Context: an optimization exercise on an open-source flow, tuned for small area, a short achievable clock period and few clock cycles. The choices shown serve that exercise and are no tape-out recipe.
In this exercise RTL edits were held to simulation tests only and were not proved equivalent to the original.

## design.v

```verilog
module vsgb_fp_rnd (
    input  wire               sign,
    input  wire signed [10:0] exp,
    input  wire [26:0]        man,
    output reg  [31:0]        res
);
    reg [4:0]  tz;
    reg [9:0]  shw;
    reg [4:0]  sh;
    reg        big;
    reg [26:0] m;
    reg [8:0]  ef;
    reg        up;
    reg [24:0] mr;
    reg [8:0]  eo;
    integer    i;
    always @* begin
        tz = 5'd27;
        for (i = 26; i >= 0; i = i - 1)
            if (man[i]) tz = i[4:0];
        shw = 10'd1 - exp[9:0];
        big = (exp < 11'sd1) && (shw > 10'd26);
        sh  = (exp >= 11'sd1) ? 5'd0 : (big ? 5'd27 : shw[4:0]);
        m   = man >> sh;
        m[0] = m[0] | (sh > tz);
        ef  = (exp >= 11'sd1) ? exp[8:0] : 9'd1;
        up = m[2] & (m[3] | m[1] | m[0]);
        mr = {1'b0, m[26:3]} + {24'd0, up};
        eo = mr[24] ? ef + 9'd1 : (mr[23] ? ef : 9'd0);
        if (eo >= 9'd255)
            res = {sign, 8'hFF, 23'd0};
        else
            res = {sign, eo[7:0], mr[22:0]};
    end
endmodule
module vsgb_fp_add (
    input  wire [31:0] a,
    input  wire [31:0] b,
    output reg  [31:0] y
);
    wire        a_big = a[30:0] >= b[30:0];
    wire [31:0] x = a_big ? a : b;       
    wire [31:0] z = a_big ? b : a;
    wire [7:0]  exf = x[30:23], ezf = z[30:23];
    wire [7:0]  ex = exf | {7'd0, exf == 8'd0};
    wire [7:0]  ez = ezf | {7'd0, ezf == 8'd0};
    wire [23:0] mx = {exf != 8'd0, x[22:0]};
    wire [23:0] mz = {ezf != 8'd0, z[22:0]};
    wire [7:0]  d  = ex - ez;
    wire        sub = x[31] ^ z[31];
    wire        x_nan = (exf == 8'hFF) && (x[22:0] != 0);
    wire        x_inf = (exf == 8'hFF) && (x[22:0] == 0);
    wire        z_inf = (ezf == 8'hFF) && (z[22:0] == 0);
    reg [26:0] al;
    reg        st;
    reg [4:0]  tz;
    reg [27:0] sum;
    reg [4:0]  lz;
    reg [4:0]  sh;
    reg [27:0] n;
    reg        up;
    reg [24:0] mr;
    reg [8:0]  e, eo;
    reg        rs;
    integer    i;
    always @* begin
        tz = 5'd27;
        for (i = 26; i >= 3; i = i - 1)
            if (mz[i - 3]) tz = i[4:0];
        al = (d > 8'd26) ? 27'd0 : ({mz, 3'b0} >> d[4:0]);
        st = ({3'd0, tz} < d);
        if (sub)
            sum = {1'b0, mx, 3'b0} - {1'b0, al[26:1], al[0] | st};
        else
            sum = {1'b0, mx, 3'b0} + {1'b0, al[26:1], al[0] | st};
        lz = 5'd28;
        for (i = 0; i < 28; i = i + 1)
            if (sum[i]) lz = 5'd27 - i[4:0];
        sh = ({3'd0, lz} <= {1'b0, ex}) ? lz : ex[4:0];
        n  = sum << sh;
        e  = {1'b0, ex} + 9'd1 - {4'd0, sh};
        up = n[3] & (n[4] | n[2] | n[1] | n[0]);
        mr = {1'b0, n[27:4]} + {24'd0, up};
        eo = mr[24] ? e + 9'd1 : (mr[23] ? e : 9'd0);
        rs = (sum == 28'd0) ? (x[31] & z[31]) : x[31];
        if (x_nan || (x_inf && z_inf && sub))
            y = 32'h7FC00000;
        else if (x_inf)
            y = x;
        else if (eo >= 9'd255)
            y = {rs, 8'hFF, 23'd0};
        else
            y = {rs, eo[7:0], mr[22:0]};
    end
endmodule
module vsgb_fp_mul (
    input  wire [31:0] a,
    input  wire [31:0] b,
    output reg  [31:0] y
);
    wire       s = a[31] ^ b[31];
    wire [7:0] ea_f = a[30:23], eb_f = b[30:23];
    wire       nan_a  = (ea_f == 8'hFF) && (a[22:0] != 0);
    wire       nan_b  = (eb_f == 8'hFF) && (b[22:0] != 0);
    wire       inf_a  = (ea_f == 8'hFF) && (a[22:0] == 0);
    wire       inf_b  = (eb_f == 8'hFF) && (b[22:0] == 0);
    wire       zero_a = (a[30:0] == 0);
    wire       zero_b = (b[30:0] == 0);
    wire       sub_a  = (ea_f == 8'd0);
    wire       sub_b  = (eb_f == 8'd0);
    wire [23:0] ma = {!sub_a, a[22:0]};
    wire [23:0] mb = {!sub_b, b[22:0]};
    wire [22:0] fs = sub_a ? a[22:0] : b[22:0];
    reg  [4:0]  lz, tza, tzb;
    integer     i;
    always @* begin
        lz = 5'd0;
        for (i = 0; i < 23; i = i + 1)
            if (fs[i]) lz = 5'd23 - i[4:0];
        if (!sub_a && !sub_b) lz = 5'd0;
        tza = 5'd24;
        tzb = 5'd24;
        for (i = 23; i >= 0; i = i - 1) begin
            if (ma[i]) tza = i[4:0];
            if (mb[i]) tzb = i[4:0];
        end
    end
    wire signed [10:0] e0 = $signed({3'd0, ea_f | {7'd0, sub_a}}) + $signed({3'd0, eb_f | {7'd0, sub_b}})
                            - 11'sd126 - $signed({6'd0, lz});
    wire        e0_ge2 = (e0 >= 11'sd2);
    wire        e0_ge1 = (e0 >= 11'sd1);
    wire [10:0] shr_w  = 11'd1 - e0;
    wire [5:0]  shr    = e0_ge1 ? 6'd0 : ((shr_w > 11'd48) ? 6'd48 : shr_w[5:0]);
    wire [7:0]  tzq    = {3'd0, tza} + {3'd0, tzb} + {3'd0, lz};    
    wire [47:0] p = ma * mb;
    wire [47:0] q = p << lz;
    wire        shl1 = !q[47] && e0_ge2;
    wire [47:0] qr = q >> shr;
    wire [47:0] m  = shl1 ? {q[46:0], 1'b0} : qr;
    wire        st = shl1 ? (tzq < 8'd21) : (tzq < 8'd22 + {2'd0, shr});
    wire [8:0]  en = shl1 ? e0[8:0] - 9'd1 : (e0_ge1 ? e0[8:0] : 9'd1);
    wire        up = m[23] & (m[24] | m[22] | st);
    wire [24:0] mr = {1'b0, m[47:24]} + {24'd0, up};
    wire [8:0]  eo = mr[24] ? en + 9'd1 : (mr[23] ? en : 9'd0);
    wire        ovf = (e0 > 11'sd255) || (e0 == 11'sd255 && q[47]);
    always @* begin
        if (nan_a || nan_b || (inf_a && zero_b) || (zero_a && inf_b))
            y = 32'h7FC00000;
        else if (inf_a || inf_b)
            y = {s, 8'hFF, 23'd0};
        else if (zero_a || zero_b || (sub_a && sub_b))
            y = {s, 31'd0};
        else if (ovf)
            y = {s, 8'hFF, 23'd0};
        else
            y = {s, eo[7:0], mr[22:0]};
    end
endmodule
module vsgb_fp_div #(parameter K = 6, parameter C = 5) (
    input  wire        clk,
    input  wire        rst,
    input  wire        start,
    input  wire [31:0] a,
    input  wire [31:0] b,
    output reg         done,
    output reg  [31:0] y
);
    localparam N = K * C;
    reg         s;
    reg  [7:0]  ea_f, eb_f;
    reg         nan_a, nan_b, inf_a, inf_b, zero_a, zero_b;
    reg  [4:0]  lza_r, lzb_r;   
    reg         pend;           
    reg  [3:0]  cnt;
    wire signed [10:0] ean = $signed({3'd0, ea_f | {7'd0, ea_f == 8'd0}}) - $signed({6'd0, lza_r});
    wire signed [10:0] ebn = $signed({3'd0, eb_f | {7'd0, eb_f == 8'd0}}) - $signed({6'd0, lzb_r});
    wire signed [10:0] qexp = ean - ebn + 11'sd127;
    reg [27:0]  ws, wc;
    reg [23:0]  dvs;
    reg [N-1:0] qp, qn;
    wire [27:0] dd  = {3'd0, dvs, 1'b0};
    wire [27:0] ndd = ~dd;
    function automatic [1:0] sel(input [3:0] e);    
        sel = {!e[3], e[3] && (e != 4'b1111)};
    endfunction
    function automatic [3:0] nxt(input [27:0] s, input [27:0] c, input qp, input qn,
                                 input [27:0] d, input [27:0] nd);
        reg [4:0] o;
        reg [3:0] hs, hc;
        begin
            o  = qp ? nd[26:22] : (qn ? d[26:22] : 5'd0);
            hs = s[25:22] ^ c[25:22] ^ o[4:1];
            hc = (s[24:21] & c[24:21]) | (s[24:21] & o[3:0]) | (c[24:21] & o[3:0]);
            nxt = hs + hc;
        end
    endfunction
    reg  [27:0] s_n, c_n, t2s, t2c, opd;
    reg  [1:0]  qd;
    reg  [3:0]  ep, e0, em;
    reg  [K-1:0] qp_n, qn_n;
    integer j;
    always @* begin
        s_n = ws;
        c_n = wc;
        qd  = sel(ws[26:23] + wc[26:23]);
        for (j = K - 1; j >= 0; j = j - 1) begin
            qp_n[j] = qd[1];
            qn_n[j] = qd[0];
            ep = nxt(s_n, c_n, 1'b1, 1'b0, dd, ndd);
            e0 = nxt(s_n, c_n, 1'b0, 1'b0, dd, ndd);
            em = nxt(s_n, c_n, 1'b0, 1'b1, dd, ndd);
            opd = qd[1] ? ndd : (qd[0] ? dd : 28'd0);
            t2s = {s_n[26:0], 1'b0};
            t2c = {c_n[26:0], 1'b0};
            s_n = t2s ^ t2c ^ opd;
            c_n = {((t2s & t2c) | (t2s & opd) | (t2c & opd)), 1'b0} | {27'd0, qd[1]};
            qd  = qd[1] ? sel(ep) : (qd[0] ? sel(em) : sel(e0));
        end
    end
    wire [27:0]  w    = ws + wc;
    wire         wneg = w[27];
    wire         wz   = (w == 28'd0) || (w == -dd);
    wire [N-1:0] q    = qp + ~qn + {{(N-1){1'b0}}, !wneg};
    wire        sticky = !wz;
    wire [26:0] qman = q[N-1] ? {q[N-1:N-26], (|q[N-27:0]) | sticky}
                              : {q[N-2:N-27], (|q[N-28:0]) | sticky};
    wire signed [10:0] qe = q[N-1] ? qexp : qexp - 11'sd1;
    wire [31:0] rounded;
    vsgb_fp_rnd u_rnd (.sign(s), .exp(qe), .man(qman), .res(rounded));
    always @* begin
        if (nan_a || nan_b || (inf_a && inf_b) || (zero_a && zero_b))
            y = 32'h7FC00000;
        else if (inf_a || zero_b)
            y = {s, 8'hFF, 23'd0};
        else if (zero_a || inf_b)
            y = {s, 31'd0};
        else
            y = rounded;
    end
    wire a_sub = (a[30:23] == 8'd0);
    wire b_sub = (b[30:23] == 8'd0);
    reg  [4:0]  lza, lzb;
    integer     i;
    always @* begin
        lza = 5'd0;
        lzb = 5'd0;
        for (i = 0; i < 24; i = i + 1) begin
            if (ws[i]) lza = 5'd23 - i[4:0];
            if (dvs[i]) lzb = 5'd23 - i[4:0];
        end
    end
    always @(posedge clk) begin
        if (rst) begin
            done <= 1'b0;
            cnt  <= 4'd0;
            pend <= 1'b0;
        end else if (start) begin
            done   <= 1'b0;
            cnt    <= C[3:0];
            s      <= a[31] ^ b[31];
            ea_f   <= a[30:23];
            eb_f   <= b[30:23];
            nan_a  <= (a[30:23] == 8'hFF) && (a[22:0] != 0);
            nan_b  <= (b[30:23] == 8'hFF) && (b[22:0] != 0);
            inf_a  <= (a[30:23] == 8'hFF) && (a[22:0] == 0);
            inf_b  <= (b[30:23] == 8'hFF) && (b[22:0] == 0);
            zero_a <= (a[30:0] == 0);
            zero_b <= (b[30:0] == 0);
            lza_r  <= 5'd0;
            lzb_r  <= 5'd0;
            pend   <= a_sub || b_sub;
            ws     <= {4'd0, !a_sub, a[22:0]};
            wc     <= 28'd0;
            dvs    <= {!b_sub, b[22:0]};
        end else if (pend) begin
            pend  <= 1'b0;
            lza_r <= lza;
            lzb_r <= lzb;
            ws    <= {4'd0, ws[23:0] << lza};
            dvs   <= dvs << lzb;
        end else if (cnt != 4'd0) begin
            qp  <= {qp[N-K-1:0], qp_n};
            qn  <= {qn[N-K-1:0], qn_n};
            ws  <= s_n;
            wc  <= c_n;
            cnt <= cnt - 4'd1;
            if (cnt == 4'd1) done <= 1'b1;
        end
    end
endmodule
module vsgb_fpe (
    input  wire        clk,
    input  wire        rst,
    input  wire        cmd_valid,
    output wire        cmd_ready,
    input  wire [3:0]  cmd_op,
    input  wire [2:0]  cmd_unit,
    input  wire [31:0] cmd_a,
    input  wire [31:0] cmd_b,
    output reg         rsp_valid,
    output reg  [31:0] rsp_data
);
    localparam OP_LPF_STEP = 4'd1;
    localparam OP_LPF_INIT = 4'd2;
    localparam OP_LPF_RD   = 4'd3;
    localparam OP_HPF_STEP = 4'd4;
    localparam OP_HPF_INIT = 4'd5;
    localparam OP_HPF_RD   = 4'd6;
    localparam OP_DCB_STEP = 4'd7;
    localparam OP_LIM_STEP = 4'd8;
    localparam OP_BUS_MSTR = 4'd9;
    localparam OP_BUS_CLR  = 4'd10;
    localparam OP_BUS_ACC  = 4'd11;
    localparam OP_CSR_WR   = 4'd12;
    localparam OP_CSR_RD   = 4'd13;
    localparam [31:0] F_ZERO   = 32'h00000000;
    localparam [31:0] F_NZERO  = 32'h80000000;
    localparam [31:0] F_ONE    = 32'h3F800000;
    localparam [31:0] F_MONE   = 32'hBF800000;
    localparam [31:0] F_HALF   = 32'h3F000000;
    localparam [31:0] F_TWO_PI = 32'h40C90FDB;
    localparam K_NOP   = 4'd0;    
    localparam K_LPF   = 4'd1;    
    localparam K_HPF   = 4'd2;    
    localparam K_ACC   = 4'd3;    
    localparam K_CLR   = 4'd4;    
    localparam K_LINIT = 4'd5;    
    localparam K_HINIT = 4'd6;    
    localparam K_RD    = 4'd7;    
    localparam K_WCA   = 4'd8;    
    localparam K_WCR   = 4'd9;    
    localparam K_DCP   = 4'd10;   
    localparam K_LIMP  = 4'd11;   
    localparam K_SIL   = 4'd12;   
    localparam K_RSPS  = 4'd13;   
    localparam S_IDLE = 4'd0;
    localparam S_DC   = 4'd1;     
    localparam S_Y    = 4'd2;     
    localparam S_LIMW = 4'd3;     
    localparam S_DIVS = 4'd4;     
    localparam S_MDIV = 4'd5;     
    localparam S_W1   = 4'd10;    
    localparam S_W2   = 4'd11;    
    localparam S_MW   = 4'd12;    
    localparam X_IDLE = 3'd0;
    localparam X_MS1  = 3'd1;     
    localparam X_D1   = 3'd5;     
    localparam X_MS2  = 3'd2;     
    localparam X_MS3  = 3'd3;     
    localparam X_D2   = 3'd6;     
    localparam X_MS4  = 3'd4;     
    localparam RB = 4;
    localparam RD = 14;
    reg [31:0] lstate [0:7];
    reg [31:0] hprev  [0:7];
    reg [31:0] srate, speriod, dc_k, lim_ca, lim_cr, dc_avg, lim_env, acc;
    reg [32:0] ctag  [0:7];
    reg [31:0] ccoef [0:7];
    reg [7:0]  cval;
    function automatic is_nan(input [31:0] v);
        is_nan = (v[30:23] == 8'hFF) && (v[22:0] != 0);
    endfunction
    function automatic f_lt(input [31:0] x, input [31:0] y);
        if (is_nan(x) || is_nan(y))
            f_lt = 1'b0;
        else if (x[30:0] == 0 && y[30:0] == 0)
            f_lt = 1'b0;
        else if (x[31] != y[31])
            f_lt = x[31];
        else if (!x[31])
            f_lt = x[30:0] < y[30:0];
        else
            f_lt = x[30:0] > y[30:0];
    endfunction
    reg        iv;
    reg [3:0]  iop;
    reg [2:0]  iu;
    reg [31:0] ia, ib;
    reg        v1, v2, v3;
    reg [3:0]  kd1, kd2, kd3;
    reg [2:0]  u1, u2, u3;
    reg [RB-1:0] t1, t2, t3;
    reg [31:0] x1, y1, k1, c1;
    reg [31:0] r1, k2, c2;
    reg [31:0] r2, c3;
    reg [3:0]  sst;
    reg [1:0]  scnt;
    reg        s_dcb;
    reg [31:0] sx, sy;
    reg [RB-1:0] stag;
    reg [2:0]  xst;
    reg [1:0]  xcnt;
    reg [RB-1:0] xtag;
    reg [31:0] p_a, p_b, p_rc, p_op;
    reg [2:0]  p_u;
    reg        p_hpf;
    reg [31:0]   rob_data [0:RD-1];
    reg [RD-1:0] rob_rdy;
    reg [RB-1:0] rob_head, rob_tail;
    reg [RB:0]   rob_cnt;
    wire         rob_ok = (rob_cnt != RD);
    reg         div_start;
    reg  [31:0] div_a, div_b;
    wire        div_done;
    wire [31:0] div_y;
    reg         div_own, div_use;
    vsgb_fp_div #(.K(9), .C(3)) u_div (.clk(clk), .rst(rst), .start(div_start),
        .a(div_a), .b(div_b), .done(div_done), .y(div_y));
    wire        ms_done   = div_done && !div_own;
    wire        xdiv_done = div_done && div_own;
    wire [31:0] xdiv_y    = div_y;
    wire [31:0] r1c, r2c, s3;
    vsgb_fp_add u_add1 (.a(x1), .b(y1), .y(r1c));
    vsgb_fp_mul u_mul  (.a(r1), .b(k2), .y(r2c));
    vsgb_fp_add u_add2 (.a(r2), .b(c3), .y(s3));
    wire [31:0] k2n = (kd1 == K_LIMP) ? (f_lt(c1, x1) ? lim_ca : lim_cr) : k1;
    wire        s3_lt1  = !is_nan(s3) && (s3[31] || s3[30:0] < F_ONE[30:0]);
    wire [31:0] env_new = s3_lt1 ? F_ONE : s3;
    wire [31:0] env2 = (lim_env[30:23] == 8'hFF) ? lim_env :
                       (lim_env[30:23] == 8'hFE) ? {lim_env[31], 8'hFF, 23'd0} :
                       {lim_env[31], lim_env[30:23] + 8'd1, lim_env[22:0]};
    wire        q_nan = is_nan(div_y);
    wire        q_big = div_y[30:0] > F_ONE[30:0];
    wire [31:0] lim_q = (!q_nan && q_big) ? (div_y[31] ? F_MONE : F_ONE) : div_y;
    wire ms_inj  = (sst == S_MW && scnt == 2'd0) || (sst == S_DC && scnt == 2'd0) || (sst == S_Y);
    wire xs_want = (xst == X_MS2 || xst == X_MS4) && xdiv_done;
    wire xs_inj  = xs_want && !ms_inj;
    wire p_inj   = xs_inj && (xst == X_MS4);        
    wire [2:0]  ridx = p_inj ? p_u : iu;
    wire [31:0] ls = lstate[ridx];
    wire [31:0] hp = hprev[ridx];
    wire        i_hpf   = (iop == OP_HPF_STEP);
    wire [2:0]  cidx    = {i_hpf, iu[1:0]};
    wire        hit     = cval[cidx] && (ctag[cidx] == {iu[2], ib});
    wire [31:0] coef    = ccoef[cidx];
    wire        b_le0   = !is_nan(ib) && (ib[31] || ib[30:0] == 31'd0);
    wire ls_w1 = (kd1 == K_LPF) || (kd1 == K_LINIT);
    wire ls_w2 = (kd2 == K_LPF) || (kd2 == K_LINIT);
    wire ls_w3 = (kd3 == K_LPF) || (kd3 == K_LINIT);
    wire hp_w1 = (kd1 == K_HPF) || (kd1 == K_HINIT);
    wire hp_w2 = (kd2 == K_HPF) || (kd2 == K_HINIT);
    wire hp_w3 = (kd3 == K_HPF) || (kd3 == K_HINIT);
    wire ls_haz = (v1 && ls_w1 && u1 == iu) || (v2 && ls_w2 && u2 == iu) || (v3 && ls_w3 && u3 == iu);
    wire hp_haz = (v1 && hp_w1 && u1 == iu) || (v2 && hp_w2 && u2 == iu) || (v3 && hp_w3 && u3 == iu);
    wire ms_idle    = (sst == S_IDLE);
    wire ms_csr     = (sst == S_W1) || (sst == S_W2);
    wire xs_idle    = (xst == X_IDLE);
    wire i_lop      = (iop == OP_LPF_STEP) || (iop == OP_LPF_INIT) || (iop == OP_LPF_RD);
    wire i_hop      = (iop == OP_HPF_STEP) || (iop == OP_HPF_INIT) || (iop == OP_HPF_RD);
    wire park_haz   = !xs_idle && (iu == p_u) && (p_hpf ? i_hop : i_lop);
    wire slot       = rob_ok && !ms_inj && !xs_want && !ms_csr;
    wire seq_allow  = slot;
    wire seq_excl   = slot && ms_idle;
    wire pipe_empty = !v1 && !v2 && !v3;
    wire pipe_front = !v1 && !v2;
    wire [31:0] acc_next = (v3 && kd3 == K_ACC) ? s3 : (v3 && kd3 == K_CLR) ? F_ZERO : acc;
    reg [31:0] csr_rd;
    always @* begin
        case (iu)
            3'd0: csr_rd = srate;
            3'd1: csr_rd = speriod;
            3'd2: csr_rd = dc_k;
            3'd3: csr_rd = lim_ca;
            3'd4: csr_rd = lim_cr;
            3'd5: csr_rd = dc_avg;
            3'd6: csr_rd = lim_env;
            default: csr_rd = acc;
        endcase
    end
    reg        ifire, itake, imiss;
    reg [3:0]  ikd;
    always @* begin
        ifire = 1'b0;
        itake = 1'b0;
        imiss = 1'b0;
        ikd   = K_NOP;
        if (iv) begin
            case (iop)
                OP_LPF_STEP: begin
                    if (b_le0) begin
                        ifire = seq_allow && !park_haz; ikd = K_LINIT;
                    end else if (hit) begin
                        ifire = seq_allow && !park_haz && !ls_haz; ikd = K_LPF;
                    end else begin
                        imiss = seq_allow && xs_idle;
                    end
                end
                OP_HPF_STEP: begin
                    if (hit) begin
                        ifire = seq_allow && !park_haz && !hp_haz; ikd = K_HPF;
                    end else begin
                        imiss = seq_allow && xs_idle;
                    end
                end
                OP_LPF_INIT: begin ifire = seq_allow && !park_haz; ikd = K_LINIT; end
                OP_HPF_INIT: begin ifire = seq_allow && !park_haz; ikd = K_HINIT; end
                OP_LPF_RD:   begin ifire = seq_allow && !park_haz && !ls_haz; ikd = K_RD; end
                OP_HPF_RD:   begin ifire = seq_allow && !park_haz && !hp_haz; ikd = K_RD; end
                OP_DCB_STEP: itake = seq_excl;
                OP_LIM_STEP: itake = seq_excl && pipe_front;
                OP_BUS_MSTR: itake = seq_excl;
                OP_BUS_CLR:  begin ifire = seq_allow; ikd = K_CLR; end
                OP_BUS_ACC:  begin ifire = seq_allow; ikd = K_ACC; end
                OP_CSR_WR: begin
                    if (iu == 3'd0) begin
                        itake = seq_excl && xs_idle && pipe_empty;
                    end else if (iu == 3'd3 || iu == 3'd4) begin
                        ifire = seq_excl;
                        ikd = (iu == 3'd3) ? K_WCA : K_WCR;
                    end else begin
                        ifire = seq_allow;
                    end
                end
                OP_CSR_RD:   begin ifire = seq_excl && pipe_empty; ikd = K_RD; end
                default:     begin ifire = seq_allow; ikd = K_NOP; end
            endcase
        end
    end
    assign cmd_ready = !iv || ifire || itake || imiss;
    reg        n_v1;
    reg [3:0]  n_kd1;
    reg [31:0] n_x1, n_y1, n_k1, n_c1;
    always @* begin
        n_v1  = 1'b0;
        n_kd1 = K_NOP;
        n_x1  = ia;
        n_y1  = F_NZERO;
        n_k1  = ib;
        n_c1  = F_NZERO;
        if (ifire) begin
            n_v1  = 1'b1;
            n_kd1 = ikd;
            case (iop)
                OP_LPF_STEP: begin n_x1 = ia; n_y1 = {~ls[31], ls[30:0]}; n_k1 = coef; n_c1 = ls; end
                OP_HPF_STEP: begin n_x1 = hp; n_y1 = ia; n_k1 = coef; n_c1 = {~ia[31], ia[30:0]}; end
                OP_LPF_RD:   n_c1 = ls;
                OP_HPF_RD:   n_c1 = hp;
                OP_CSR_RD:   n_c1 = csr_rd;
                default:     n_c1 = ia;
            endcase
        end else if (itake) begin
            case (iop)
                OP_DCB_STEP: begin
                    n_v1 = 1'b1; n_kd1 = K_DCP;
                    n_x1 = ia;
                    n_y1 = {~dc_avg[31], dc_avg[30:0]};
                    n_k1 = dc_k; n_c1 = dc_avg;
                end
                OP_LIM_STEP: begin
                    n_v1 = 1'b1; n_kd1 = K_LIMP;
                    n_x1 = {1'b0, ia[30:0]};
                    n_y1 = {~lim_env[31], lim_env[30:0]};
                    n_c1 = lim_env;
                end
                default: ;        
            endcase
        end else if (imiss) begin
            n_v1 = 1'b1; n_kd1 = K_SIL;
            n_x1 = ib; n_y1 = F_NZERO; n_k1 = F_TWO_PI;
        end else if (ms_inj) begin
            case (sst)
                S_MW: begin
                    n_v1 = 1'b1; n_kd1 = K_DCP;
                    n_x1 = acc_next;
                    n_y1 = {~dc_avg[31], dc_avg[30:0]};
                    n_k1 = dc_k; n_c1 = dc_avg;
                end
                S_DC: begin
                    n_v1 = 1'b1; n_kd1 = s_dcb ? K_RSPS : K_SIL;
                    n_x1 = sx; n_y1 = {~s3[31], s3[30:0]};
                    n_k1 = F_ONE; n_c1 = F_NZERO;
                end
                default: begin    
                    n_v1 = 1'b1; n_kd1 = K_LIMP;
                    n_x1 = {1'b0, r1c[30:0]};
                    n_y1 = {~lim_env[31], lim_env[30:0]};
                    n_c1 = lim_env;
                end
            endcase
        end else if (xs_inj) begin
            n_v1 = 1'b1;
            if (xst == X_MS2) begin
                n_kd1 = K_SIL;
                n_x1 = speriod; n_y1 = xdiv_y;
            end else if (p_hpf) begin
                n_kd1 = K_HPF;
                n_x1 = hp; n_y1 = p_a; n_k1 = xdiv_y; n_c1 = {~p_a[31], p_a[30:0]};
            end else begin
                n_kd1 = K_LPF;
                n_x1 = p_a; n_y1 = {~ls[31], ls[30:0]}; n_k1 = xdiv_y; n_c1 = ls;
            end
        end
    end
    reg ms_start, xs_start;
    always @* begin
        div_start = 1'b0;
        div_a = F_ONE;
        div_b = ia;
        ms_start = 1'b0;
        xs_start = 1'b0;
        if (itake && iop == OP_CSR_WR) begin
            ms_start = 1'b1; div_a = F_ONE; div_b = ia;
        end else if (sst == S_DIVS && !div_use) begin
            ms_start = 1'b1; div_a = sy; div_b = env2;
        end else if (sst == S_W1 && ms_done) begin
            ms_start = 1'b1; div_a = F_HALF; div_b = sx;
        end else if (xst == X_MS1 && xcnt == 2'd0 && !div_use) begin
            xs_start = 1'b1; div_a = F_ONE; div_b = r2;
        end else if (xst == X_D1 && !div_use) begin
            xs_start = 1'b1; div_a = F_ONE; div_b = p_op;
        end else if (xst == X_MS3 && !div_use) begin
            xs_start = 1'b1; div_a = p_hpf ? p_rc : speriod; div_b = r1c;
        end else if (xst == X_D2 && !div_use) begin
            xs_start = 1'b1; div_a = p_hpf ? p_rc : speriod; div_b = p_op;
        end
        div_start = ms_start || xs_start;
    end
    integer k;
    always @(posedge clk) begin
        x1 <= n_x1; y1 <= n_y1; k1 <= n_k1; c1 <= n_c1; kd1 <= n_kd1;
        r1 <= r1c;  k2 <= k2n;  c2 <= c1;   kd2 <= kd1; u2 <= u1;
        r2 <= r2c;  c3 <= (kd2 == K_ACC) ? acc_next : c2;   kd3 <= kd2; u3 <= u2;
        t1 <= ifire ? rob_tail : (xs_inj ? xtag : stag); t2 <= t1; t3 <= t2;
        u1 <= p_inj ? p_u : iu;
        if (rst) begin
            for (k = 0; k < 8; k = k + 1) begin
                lstate[k] <= F_ZERO;
                hprev[k]  <= F_ZERO;
            end
            srate     <= 32'h472C4400;    
            speriod   <= 32'h37BE37C6;    
            dc_k      <= 32'h373E37C6;    
            lim_ca    <= F_ZERO;
            lim_cr    <= F_ZERO;
            dc_avg    <= F_ZERO;
            lim_env   <= F_ONE;
            acc       <= F_ZERO;
            cval      <= 8'd0;
            rob_rdy   <= {RD{1'b0}};
            rob_head  <= {RB{1'b0}};
            rob_tail  <= {RB{1'b0}};
            rob_cnt   <= {(RB+1){1'b0}};
            iv        <= 1'b0;
            v1        <= 1'b0;
            v2        <= 1'b0;
            v3        <= 1'b0;
            sst       <= S_IDLE;
            scnt      <= 2'd0;
            xst       <= X_IDLE;
            xcnt      <= 2'd0;
            div_use   <= 1'b0;
            div_own   <= 1'b0;
            rsp_valid <= 1'b0;
        end else begin
            if (cmd_ready) begin
                iv  <= cmd_valid;
                iop <= cmd_op;
                iu  <= cmd_unit;
                ia  <= cmd_a;
                ib  <= cmd_b;
            end
            v1 <= n_v1;
            v2 <= v1;
            v3 <= v2;
            rsp_valid <= 1'b0;
            rsp_data  <= rob_data[rob_head];
            if (ifire || itake || imiss) rob_tail <= (rob_tail == RD - 1) ? {RB{1'b0}} : rob_tail + 1'b1;
            if (rob_rdy[rob_head]) begin
                rsp_valid <= 1'b1;
                rob_rdy[rob_head] <= 1'b0;
                rob_head <= (rob_head == RD - 1) ? {RB{1'b0}} : rob_head + 1'b1;
            end
            rob_cnt <= rob_cnt + {{RB{1'b0}}, ifire || itake || imiss} - {{RB{1'b0}}, rob_rdy[rob_head]};
            if (v3) begin
                case (kd3)
                    K_LPF:   lstate[u3] <= s3;
                    K_LINIT: lstate[u3] <= F_ZERO;
                    K_HPF:   hprev[u3]  <= s3;
                    K_HINIT: hprev[u3]  <= F_ZERO;
                    K_ACC:   acc        <= s3;
                    K_CLR:   acc        <= F_ZERO;
                    K_WCA:   lim_ca     <= c3;
                    K_WCR:   lim_cr     <= c3;
                    K_DCP:   dc_avg     <= s3;
                    K_LIMP:  lim_env    <= env_new;
                    default: ;
                endcase
                if (!(kd3 == K_DCP || kd3 == K_LIMP || kd3 == K_SIL)) begin
                    rob_rdy[t3] <= 1'b1;
                    case (kd3)
                        K_LPF, K_RSPS: rob_data[t3] <= s3;
                        K_HPF:         rob_data[t3] <= r2;
                        K_RD:          rob_data[t3] <= c3;
                        default:       rob_data[t3] <= F_ZERO;
                    endcase
                end
            end
            if (div_start) begin
                div_use <= 1'b1;
                div_own <= xs_start;
            end else if ((sst == S_MDIV && ms_done) || (sst == S_W2 && ms_done) ||
                         (xst == X_MS2 && xs_inj) || (xst == X_MS4 && xs_inj)) begin
                div_use <= 1'b0;
            end
            if (scnt != 2'd0) scnt <= scnt - 2'd1;
            if (itake) begin
                stag <= rob_tail;
                case (iop)
                    OP_DCB_STEP: begin
                        sst   <= S_DC;
                        scnt  <= 2'd2;
                        s_dcb <= 1'b1;
                        sx    <= ia;
                    end
                    OP_BUS_MSTR: begin
                        sst   <= S_MW;
                        scnt  <= (v1 && (kd1 == K_ACC || kd1 == K_CLR)) ? 2'd1 : 2'd0;
                        s_dcb <= 1'b0;
                    end
                    OP_LIM_STEP: begin
                        sst  <= S_LIMW;
                        scnt <= 2'd2;
                        sy   <= ia;
                    end
                    default: begin
                        sst <= S_W1;
                        sx  <= ia;
                    end
                endcase
            end else begin
                case (sst)
                    S_MW: if (scnt == 2'd0) begin
                        sst  <= S_DC;
                        scnt <= 2'd2;
                        sx   <= acc_next;
                    end
                    S_DC: if (scnt == 2'd0) sst <= s_dcb ? S_IDLE : S_Y;
                    S_Y: begin
                        sst  <= S_LIMW;
                        scnt <= 2'd2;
                        sy   <= r1c;
                    end
                    S_LIMW: if (scnt == 2'd0) sst <= S_DIVS;
                    S_DIVS: if (ms_start) sst <= S_MDIV;
                    S_MDIV: if (ms_done) begin
                        rob_rdy[stag]  <= 1'b1;
                        rob_data[stag] <= lim_q;
                        sst            <= S_IDLE;
                    end
                    S_W1: if (ms_done) begin
                        speriod <= div_y;
                        sst     <= S_W2;
                    end
                    S_W2: if (ms_done) begin
                        dc_k      <= div_y;
                        srate     <= sx;
                        cval      <= 8'd0;
                        rob_rdy[stag]  <= 1'b1;
                        rob_data[stag] <= F_ZERO;
                        sst       <= S_IDLE;
                    end
                    default: ;
                endcase
            end
            if (xcnt != 2'd0) xcnt <= xcnt - 2'd1;
            if (imiss) begin
                xst   <= X_MS1;
                xcnt  <= 2'd2;
                xtag  <= rob_tail;
                p_a   <= ia;
                p_b   <= ib;
                p_u   <= iu;
                p_hpf <= i_hpf;
            end else begin
                case (xst)
                    X_MS1: if (xcnt == 2'd0) begin
                        xst  <= xs_start ? X_MS2 : X_D1;
                        p_op <= r2;
                    end
                    X_D1: if (xs_start) xst <= X_MS2;
                    X_MS2: if (xs_inj) begin
                        xst  <= X_MS3;
                        p_rc <= xdiv_y;
                    end
                    X_MS3: begin
                        xst  <= xs_start ? X_MS4 : X_D2;
                        p_op <= r1c;
                    end
                    X_D2: if (xs_start) xst <= X_MS4;
                    X_MS4: if (xs_inj) begin
                        ctag[{p_hpf, p_u[1:0]}]  <= {p_u[2], p_b};
                        ccoef[{p_hpf, p_u[1:0]}] <= xdiv_y;
                        cval[{p_hpf, p_u[1:0]}]  <= 1'b1;
                        xst <= X_IDLE;
                    end
                    default: ;
                endcase
            end
        end
    end
endmodule
```

## run.sh

```bash
#!/bin/bash
# synth_recipe.tcl (not shown) runs the flow's synth.tcl, then flattens the netlist and writes it again
# the make line also repeats each setting of config.mk as NAME=value (left out here)
make -C /OpenROAD-flow-scripts/flow DESIGN_CONFIG=/design/flow/config.mk WORK_HOME=/design/flow/orfs CLKGATE_MAP_FILE= SYNTH_SCRIPT=/design/flow/synth_recipe.tcl finish
```

## config.mk

```make
export PLATFORM = sky130hd
export DESIGN_NAME = vsgb_fpe
export DESIGN_NICKNAME = vsgb_fpe
export VERILOG_FILES = /design/flow/design.v
export SDC_FILE = /design/flow/constraint.sdc
export NUM_CORES = 4
export LEC_CHECK = 0
export ABC_AREA = 1
export CAP_MARGIN = 20
export CELL_PAD_IN_SITES_DETAIL_PLACEMENT = 1
export CELL_PAD_IN_SITES_GLOBAL_PLACEMENT = 1
export CORE_MARGIN = 2
export CORE_UTILIZATION = 40
export PLACE_DENSITY = 0.65
export SETUP_SLACK_MARGIN = 5
export SLEW_MARGIN = 20
```

## constraint.sdc

```tcl
create_clock -name core_clock -period 21.0 [get_ports {clk}]
set_input_delay 4.2000 -clock core_clock [delete_from_list [all_inputs] [get_ports {clk}]]
set_output_delay 4.2000 -clock core_clock [all_outputs]
set_load 0.01 [all_outputs]
```

==> results_dict.tcl, run 1 <==
set metrics [dict create \
    cts_tree "done" \
    grt_pass1_vias 174000 \
    cp.required_ns 21.79 \
    maxSlewHeadroom_pct 5.25 \
    syn_area_per_cell_um2 8.02 \
    synthMuxAreaShare_pct 0.126 \
    wirelength_mm 991 \
    track_usage_pct 41.2 \
    hold_violations 0 \
    rsz0062_at_grt "true" \
    grt_antenna_before_repair 141 \
    synthSimpleGateAreaFrac_pct 20.2 \
    drv_slew 0 \
    setup_viol 0 \
    hold_buffers 0 \
    synth_xor_area_share_pct 1.91 \
    synth_seq_cells 2590 \
    synth_flop_cell "edfxtp_1" \
    die_h_um 681 \
    mostFrequentLayoutCells "nand2_1 (4323), inv_1 (2765), o21ai_0 (2407)" \
    final_common_cell "nand2_1" \
    fin_crit_ns 15.64 \
    clkTransAtPathRegs_ns 0.06 \
    synth_edf_count 1954 \
    die_area_um2 463000 \
    clock_skew_ns 0.152 \
    numCtsBuffers 309 \
    io_buffer_count 107 \
    final_cells 29000 \
    drive_above_1_share_pct 8.42 \
    place_inst 28100 \
    synth_seq_area_share_pct 39.0 \
    synth_cell_types 91 \
    synth_fa_ha_area_share_pct 13.1 \
    rows 248 \
    synth_top_family_by_area "simple AND/OR/NAND/NOR gates" \
    cts_sinks 2590 \
    ios 108 \
    via_per_inst 6.21 \
    end_kind "flip-flop" \
    clk_path_buf_depth 4 \
    yosys_warnings 6 \
    final_cell_area_um2 206000 \
    gp_congestion 1.11 \
    placed_area_um2 191000 \
    drtIter0Drc 23100 \
    status "no timing/DRC/antenna violations" \
    synth_compound_area_share_pct 16.3 \
    fmax_ghz 0.0639 \
    clock-root-buffer "clkbuf_16" \
    cpMaxStageDelayCell "xor2_1" \
    drv_cap 0 \
    avgRoutedWirePerCell_um 34.1 \
    area_growth_pct 12.4 \
    cp-start-kind "flip-flop" \
    grt_max_degree 157 \
    remaining_drc_errors 0 \
    crit_type "flip-flop to flip-flop" \
    worst_path_largest_cell_delay_ns 1.07 \
    min_period_over_period_pct 74.5 \
    hold_path_class "flip-flop to flip-flop" \
    clk_latency_ns 1.05 \
    hpwl_mm 713 \
    die_w_um 681 \
    crit_fanout 70 \
    netlist_area_um2 183000 \
    synth_nets 24400 \
    dr.pass1.iters 8 \
    min_path_cells 0 \
    r2r_cells 81 \
    ant_nets 0 \
    vias 180000 \
    netlist_instances 22800 \
    htreeDepth 5 \
    tightest_slew_ns 1.41 \
    core_area_um2 456000 \
    nets 24200 \
    ys_async_sr_fraction_pct 0 \
    finalSetupTns_ns 0 \
    arrival_ns 16.43 \
    crit_top_cell "nand2_1" \
    grt_overflow 0 \
    grt_first_pass_wirelength_mm 1360 \
    initial_core_util_pct 40.1 \
]
-- cell usage after synthesis, drive strengths merged (12+ instances only) --
master	count	area share (%)
o41ai	16	0.077
o21bai	35	0.14
o32ai	17	0.081
ha	706	4.8
o21ai	2668	7.3
nor4	87	0.30
dfxtp	636	7.0
a2111oi	35	0.17
nand4	447	1.5
o22ai	313	1.1
buf	263	0.95
a21boi	15	0.068
xor2	284	1.4
o21a	12	0.049
nand2	4439	9.1
clkinv	34	0.070
nor2	2341	4.8
o221ai	230	1.1
clkbuf	1159	2.4
o31ai	62	0.25
a21o	23	0.094
a22oi	265	1.1
and2	14	0.048
xnor2	113	0.54
a221oi	45	0.22
or2	66	0.23
edfxtp	1954	32
a211oi	53	0.22
o2111ai	34	0.16
nor3	155	0.45
a21oi	993	2.7
a31oi	111	0.39
o211ai	188	0.78
mux2i	23	0.13
inv	2871	5.9
nand3	1291	3.6
fa	758	8.3
o311ai	17	0.081
-- worst paths after layout --
path                          start                           to  slack [ns]
setup / recovery  r2[24]$_SDFF_PP1_  lstate[5][12]$_SDFFCE_PN0P_        5.36
hold / removal        t2[2]$_DFF_P_                t3[2]$_DFF_P_        0.33
setup reg to reg  r2[24]$_SDFF_PP1_  lstate[5][12]$_SDFFCE_PN0P_        5.36
hold reg to reg       t2[2]$_DFF_P_                t3[2]$_DFF_P_        0.33
-- cells by family after synthesis --
group	Yosys count
AOI/OAI and AO/OA	5179
xor gates and xnor gates	397
adders and majority gates	1464
buffers and inverters	4329
DFF	2590
muxes	23
and+or+nand+nor	8865
-- sequential cells by signal, indices dropped and copies added (netlist names), 256 cells and up --
| register | count |
|---|---|
| hprev | 256 |
| ccoef | 256 |
| lstate | 256 |
| ctag | 264 |
| rob_data | 448 |
-- per-stage QoR --
| step | utilization (%) | hold WS [ns] | worst slack, ns |
|---|---|---|---|
| 2_1_floorplan | - | 0.310 | 6.30 |
| 3_3_place_gp | 41.8 | 0.313 | 1.77 |
| 3_5_place_dp | 41.9 | 0.313 | 1.70 |
| 4_1_cts | 44.3 | 0.336 | 4.99 |
| 5_1_grt | 45.1 | 0.344 | 4.80 |
| 6_report | 45.1 | 0.332 | 5.36 |
-- layer usage --
layer  GRT usage [%]  vias up  part of all wire (%)
met2            57.2    10000                    40
met3            13.6     2040                    12
met5               0        -                 0.086
met1            56.4    91200                    41
li1                -    76900                     -
met4            21.9       72                   6.3
-- layout make-up --
cell class                 instances  area, um2
sequential                      2590      71400
fill                           54100     250000
antenna                          111        278
inverter                        2905      11100
clock buffer                     399       8260
tap                             6000       7510
timing repair inverter             8       60.1
multi-input combinational      15900      97200
timing repair buffer             905       8110
clock inverter                   164       1850
-- timing repair --
item	CTS	global route
pin swaps	15	93
gates resized for setup	188	385
gates cloned	11	34
buffers inserted	44	139
endpoints found under the setup margin	1331	1345
-- critical path: cells and delay by family (launching register included) --
family          cells  cell delay, ns
buf+inv            19            3.40
xor+xnor            1            1.07
fa+ha+maj           5            1.34
simple gates       30            4.11
flops               1            0.62
compound gates     26            4.77
Testbench counts, summed over its fixed seeds: cycles 10,374.
==> inputs of run 2 (changes only) <==
==> config.mk (replaced) <==
export PLATFORM = sky130hd
export DESIGN_NAME = vsgb_fpe
export DESIGN_NICKNAME = vsgb_fpe
export VERILOG_FILES = /design/flow/design.v
export SDC_FILE = /design/flow/constraint.sdc
export NUM_CORES = 4
export LEC_CHECK = 0
export ABC_AREA = 1
export CAP_MARGIN = 40
export CORE_MARGIN = 2
export CORE_UTILIZATION = 40
export PLACE_DENSITY = 0.5
export SETUP_SLACK_MARGIN = 5
export SLEW_MARGIN = 30
==> run 2 against run 1 <==
Still clean on timing, DRC and antenna. Synthesized cell count unchanged. Non-clock buffer count increased by 78. Sequential cell count unchanged. Core utilization increased by 0.20 points. Register-to-register slack improved by 0.45 ns. First-iteration DRC count increased by 1.1%. Hold slack got worse by 0.0062 ns. Global-route usage decreased by 1.7 points. Final cell count increased by 0.51%. Wire length decreased by 4.9%. Critical path type unchanged. Largest cell class unchanged. Highest routed layer unchanged.
==> results_dict.tcl, run 2 <==
set metrics [dict create \
    status "no timing/DRC/antenna violations" \
    fin_util_pct 45.3 \
    synth_seq_area_share_pct 39.0 \
    grt_overflow 0 \
    cts_sinks 2590 \
    numCtsBuffers 315 \
    wirelength_mm 942 \
    final_common_cell "nand2_1" \
    nets 24300 \
    worstHoldEndpoint "t2[1]$_DFF_P_" \
    die_w_um 681 \
    crit_type "flip-flop to flip-flop" \
    clk_path_buf_depth 4 \
    cp_num_buf_inv 17 \
    tightest_slew_ns 1.16 \
    remaining_drc_errors 0 \
    top_register "rob_data" \
    die_h_um 681 \
    core_area_um2 456000 \
    synth_most_common_cell "nand2_1" \
    drive_above_1_share_pct 8.52 \
    synth_nets 24400 \
    synth.area.top_cells "edfxtp_1 (32%), nand2_1 (9.1%), fa_1 (8.3%), dfxtp_1 (7.0%), o21ai_0 (6.8%)" \
    cp-start-kind "flip-flop" \
    reg2reg_from "r2[30]$_SDFF_PP1_" \
    fillCellCount 45800 \
    fmax_ghz 0.0658 \
    yosys_warnings 6 \
    grt_pass1_vias 162000 \
    drtIter0Drc 23400 \
    ant_nets 0 \
    drv_cap 0 \
    grt_first_pass_wirelength_mm 1300 \
    syn_area_per_cell_um2 8.02 \
    cts_tree "done" \
    synth_xor_area_share_pct 1.91 \
    synth_top_cell_by_area "edfxtp_1" \
    r2r_cells 90 \
    cp.required_ns 21.88 \
    synth_top_family_by_area "simple AND/OR/NAND/NOR gates" \
    end_kind "flip-flop" \
    rsz0062_at_grt "true" \
    hold_path_startpoint "t1[1]$_DFF_P_" \
    ys_async_sr_fraction_pct 0 \
    grt_max_degree 156 \
    cpMaxStageDelayCell "fa_1" \
    rows 248 \
    hold_buffers 0 \
    vias 175000 \
    place_inst 28200 \
    clock_skew_ns 0.108 \
    crit_top_cell "nand2_1" \
    via_per_inst 6.00 \
    arrival_ns 16.08 \
    setup_viol 0 \
    drv_slew 0 \
    synth_common_cells "nand2_1 (4422), inv_1 (2819), o21ai_0 (2485)" \
    io_buffer_count 107 \
    synth_seq_cells 2590 \
    min_path_cells 0 \
    clock-root-buffer "clkbuf_16" \
    path_delay_family "simple AND/OR/NAND/NOR gates" \
    ios 108 \
    hpwl_mm 675 \
    maxSlewHeadroom_pct 22.3 \
    netlist_instances 22800 \
    synth_edf_count 1954 \
    avgRoutedWirePerCell_um 32.3 \
    yosysTopAreaCellShare_pct 32.0 \
    area_growth_pct 12.9 \
    hold_path_class "flip-flop to flip-flop" \
    synthSimpleGateAreaFrac_pct 20.2 \
    synth_flop_cell "edfxtp_1" \
    synth_cell_types 91 \
    synth_compound_area_share_pct 16.3 \
    htreeDepth 5 \
    r2r_slack_ns 5.80 \
    worst_path_largest_cell_delay_ns 0.65 \
    die_area_um2 463000 \
    mostFrequentLayoutCells "nand2_1 (4345), inv_1 (2761), o21ai_0 (2417)" \
    initial_core_util_pct 40.1 \
    finalSetupTns_ns 0 \
    clkTransAtPathRegs_ns 0.06 \
    synthMuxAreaShare_pct 0.126 \
    timing.rr.end "c3[17]$_DFF_P_" \
    clk_latency_ns 1.05 \
    synth_fa_ha_area_share_pct 13.1 \
    largest_reg_flops 448 \
    netlist_area_um2 183000 \
    fin_crit_ns 15.20 \
    min_period_over_period_pct 72.4 \
    grt_antenna_before_repair 126 \
    final_cells 29200 \
    track_usage_pct 39.5 \
    hold_violations 0 \
    crit_fanout 28 \
    gp_congestion 1.10 \
    dr.pass1.iters 8 \
]
run 2: cell counts after synthesis:
No cell type changed its count.
run 2: area by class of cell:
cell class	count	area, um2	area share, %
antenna	173	433	0.209
multi-input combinational	15900	97000	46.9
timing repair inverter	8	55.1	0.0266
inverter	2905	11100	5.35
tap	6000	7510	3.63
timing repair buffer	983	9090	4.40
clock inverter	149	1620	0.786
clock buffer	416	8530	4.12
sequential	2590	71400	34.6
run 2: cell families after synthesis:
family          after synthesis
compound gates             5179
xor+xnor                    397
simple gates               8865
flops                      2590
buf+inv                    4329
fa+ha+maj                  1464
mux                          23
run 2: worst max path at each step:
| stage | startpoint | end | cells past startpoint |
|---|---|---|---|
| 2_1_floorplan | u_div.wc[24]$_SDFFCE_PN0P_ | u_div.ws[4]$_DFFE_PP_ | 70 |
| 3_3_place_gp | r2[30]$_SDFF_PP1_ | x1[29]$_DFF_P_ | 82 |
| 3_5_place_dp | u_div.ws[4]$_DFFE_PP_ | rob_data[4][13]$_DFFE_PP_ | 93 |
| 4_1_cts | c3[28]$_DFF_P_ | rob_data[7][13]$_DFFE_PP_ | 104 |
| 5_1_grt | c3[30]$_DFF_P_ | y1[26]$_DFF_P_ | 92 |
| 6_report | r2[30]$_SDFF_PP1_ | c3[17]$_DFF_P_ | 90 |
run 2: timing repair:
item                                   in CTS  in global routing
setup buffers                              35                 85
endpoints found under the hold margin       0                  0
gates cloned                               22                 18
setup endpoints to repair                1314               1360
resized for setup                         158                272
pin swaps                                  12                 50
run 2: stage by stage:
step                      setup WS, ns  instance area (um2)  hold slack, ns
final                             5.80               207000           0.326
after global routing              4.83               207000           0.336
after CTS                         5.00               204000           0.327
after detailed placement          2.95               192000           0.312
after global placement            2.60               191000           0.310
after floorplan                   6.30               183000           0.310
run 2: per-layer routing:
layer,routed length [um],part of all wire (%),vias to the layer above,GRT usage (%)
met2,394000,42,9939,57.5
met4,64300,6.8,40,22.7
met3,100000,11,1958,10.6
met5,393,0.042,-,0
li1,-,-,77200,-
met1,384000,41,85900,52.7

==> port drivers added, routing unchanged <==
Ports are ideal in the flow. The routed layouts listed here were re-timed in OpenROAD. Step 1 (the two cells are an assumption about what drives the block):
set clk [get_ports {clk}]
set_driving_cell -lib_cell sky130_fd_sc_hd__clkbuf_16 $clk
set_driving_cell -lib_cell sky130_fd_sc_hd__buf_2 [delete_from_list [all_inputs] $clk]
Step 2 adds t to the input delays and takes it off the output delays; t is the mean of the earliest and latest rising clock arrival at the registers after step 1. Input paths then give back, and output paths get back, about the clock's delay inside the block. a / b / c = ideal ports / drivers / drivers and shift; a / b = the first two.
run | t (ns) | slack for setup (ns) | hold slack, ns | worst setup path after step 2
run 1 | 1.103 | 5.356 / 5.356 / 5.356 | 0.332 / 0.332 / 0.332 | register to register
run 2 | 1.119 | 5.803 / 5.803 / 5.803 | 0.326 / 0.326 / 0.326 | register to register
After both steps every run listed still meets setup and hold.
